Context: an optimization exercise on an open-source flow, tuned for small area, a short achievable clock period and few clock cycles per item. The choices shown serve that exercise and are no tape-out recipe. Only simulation tests tie the RTL to the original design; equivalence was not proved.

v53:
// curve_cal
module curve_cal (
    input  wire        clk,
    input  wire        rst,
    input  wire        in_valid,
    output wire        in_ready,
    input  wire [15:0] in_raw_x,
    input  wire [15:0] in_raw_y,
    input  wire [31:0] in_hoff,
    input  wire [31:0] in_voff,
    input  wire [63:0] in_xscale,
    input  wire [63:0] in_yscale,
    output wire        out_valid,
    input  wire        out_ready,
    output wire [31:0] out_coord_x,
    output wire [31:0] out_coord_y,
    output wire [63:0] out_x,
    output wire [63:0] out_y
);
    localparam W1 = 97;      
    localparam W2 = 140;     
    wire [W1-1:0] s1x_d, s1y_d;
    wire          mbx_in, mby_in;
    cc_in u_ix (.raw(in_raw_x), .off(in_hoff), .scale(in_xscale), .st(s1x_d), .two(mbx_in));
    cc_in u_iy (.raw(in_raw_y), .off(in_voff), .scale(in_yscale), .st(s1y_d), .two(mby_in));
    reg          rdy_q;      
    reg          v1;
    reg          two1;       
    reg  [W1-1:0] s1x_q, s1y_q;
    reg          ph;         
    reg          v2;
    reg  [W2-1:0] s2x_q, s2y_q;
    reg          ov;
    reg  [191:0] o_q;        
    reg          qv;
    reg  [191:0] q_q;
    wire        adv    = ~qv;                      
    wire        busy   = v1 & two1 & ~ph;          
    wire        en1    = adv & ~busy;              
    wire        s1_free = ~v1 | en1;
    wire        take   = in_valid & rdy_q;
    wire        o_free = ~ov | out_ready;
    wire [W2-1:0] s2x_d, s2y_d;
    wire [63:0]   rx, ry;
    wire [191:0]  r = {s2x_q[139:108], s2y_q[139:108], rx, ry};
    cc_front u_fx (.ph(ph), .s1(s1x_q), .s2(s2x_q), .st(s2x_d));
    cc_front u_fy (.ph(ph), .s1(s1y_q), .s2(s2y_q), .st(s2y_d));
    cc_back  u_bx (.st(s2x_q), .res(rx));
    cc_back  u_by (.st(s2y_q), .res(ry));
    wire v1_n   = take | (v1 & ~en1);
    wire two1_n = s1_free ? (mbx_in | mby_in) : two1;
    wire ph_n   = adv ? busy : ph;
    wire qv_n   = ~o_free & (qv | v2);
    always @(posedge clk) begin
        if (rst) begin
            rdy_q <= 1'b1;
            v1    <= 1'b0;
            two1  <= 1'b0;
  ...
Size in the first run: about 12000 cells after synthesis, about 870 flip-flops, ~420 I/O pins, ~96000 sq um of cells after synthesis.
make LEC_CHECK=0 ABC_AREA=1 CAP_MARGIN=20 CORE_MARGIN=2 CORE_UTILIZATION=40 SLEW_MARGIN=20 finish   # period 40.0 ns
run.sh (not shown) runs the stock make flow with config.mk's settings and CLKGATE_MAP_FILE= SYNTH_SCRIPT=/design/flow/synth_recipe.tcl, a recipe that flattens the netlist after the stock synthesis.
v53 went all the way through synthesis, placement and routing and the layout is clean on timing, DRC and antenna.
Testbench counts of v53, summed over its fixed seeds: cycles 2,072, items 2,048.
diff inputs: v53 => v44
==> flow/flow/run.sh (new file) <==
#!/bin/bash
set -euo pipefail
export SETUP_SLACK_MARGIN=30
bash standard.sh finish > standard_flow.log 2>&1
==> flow/standard.sh (new file) <==
#!/bin/bash
# synth_recipe.tcl (not shown) runs the flow's synth.tcl, then flattens the netlist and writes it again
# the make line also repeats each setting of config.mk as NAME=value (left out here)
make -C /OpenROAD-flow-scripts/flow DESIGN_CONFIG=/design/flow/config.mk WORK_HOME=/design/flow/orfs CLKGATE_MAP_FILE= SYNTH_SCRIPT=/design/flow/synth_recipe.tcl "${@:-finish}"
removed: flow/run.sh
### Flow results
- v44 gives more fraction of cell area in non-clock buffers than v53 did.
- Summary — hold slack, v44 relative to v53: higher, by 3.2 ps.
- Of v53 and v44, v44 shows the higher iteration-0 DRC count of the detailed router, with v53 below it.
- v44 has final critical path time including I/O delays and setup below what v53 had.
- Delta (v44 minus v53): utilization increased by 0.31 points relative to the old numbers; met3 usage increased by 0.61 points relative to the old numbers.
Relative to v44, the following input files were edited for v31:
# v44
export LEC_CHECK = 0
export ABC_AREA = 1
export CAP_MARGIN = 20
export CORE_MARGIN = 2
export CORE_UTILIZATION = 40
export SLEW_MARGIN = 20
create_clock -name core_clock -period 40.0 [get_ports {clk}]
# v31
export LEC_CHECK = 0
export ABC_AREA = 1
export CAP_MARGIN = 10
export CORE_MARGIN = 2
export CORE_UTILIZATION = 40
export SLEW_MARGIN = 10
create_clock -name core_clock -period 40.0 [get_ports {clk}]
==> flow/flow/run.sh <==
#!/bin/bash
set -euo pipefail
export SETUP_SLACK_MARGIN=31
bash standard.sh finish > standard_flow.log 2>&1
## What came out
- v31 finished every step from synthesis to the final layout, and the layout passed the timing, DRC and antenna checks.
- [compare] base=v44 new=v31: detailed-route wire length per cell grew by 0.39 um.
- Number of cells on the worst reg-to-reg path (lower): v44
- Sort v44 and v31 by time the worst path needs with I/O delays and setup desc -> top: v44
Input changes introduced in v14 (baseline for comparison: v31):
==> flow/flow/run.sh <==
#!/bin/bash
set -euo pipefail
export SETUP_SLACK_MARGIN=30.5
bash standard.sh finish > standard_flow.log 2>&1
==> run summary <==
Fmax: v14 below v31. v14 closes out successfully: all stages finished, all timing, DRC and antenna checks passed. Re setup slack after layout: v14 and v31 aren't equal, and the higher value belongs to v31. v14 vs. v31: slew of the pin with the lowest slew margin increased by 58 ps relative to the old numbers, largest net degree at the start of global routing rose 51, area share of buffers outside the clock network now smaller, share of post-route cells with drive strength above 1 lower. v14 ends up with higher final period demand of the worst path than v31 does. Lower design area goes to v14 over v31.

## afterwards: timing with drivers on the ports
The flow's constraints put no driver on any port. The routed layouts listed below were extracted and timed again, unchanged, in two steps. Step 1 assumes that a clkbuf_16 drives the clock port and a buf_2 every other input. Step 2 also shifts input and output timing later by t, the mid clock arrival at the registers, as if the neighbouring blocks saw the same clock. Three values: ideal ports, drivers, drivers and shift; two values: the first two.
| run | shift t [ns] | setup slack, ns | hold WS [ns] | cell pins on the clock port's net |
|---|---|---|---|---|
| v53 | 0.853 | 29.310 / 29.310 / 28.606 | 0.417 / 0.417 / 0.417 | 1 |
| v44 | 0.862 | 30.053 / 29.960 / 29.266 | 0.420 / 0.420 / 0.420 | 1 |
| v31 | 0.857 | 30.297 / 30.321 / 29.490 | 0.425 / 0.425 / 0.425 | 1 |
| v14 | 0.887 | 30.232 / 30.304 / 29.418 | 0.425 / 0.425 / 0.425 | 1 |
After both steps setup and hold are still met in every run listed. For v14, which loses most, drivers alone change the setup slack by +0.072 ns; drivers and shift together by -0.814 ns.
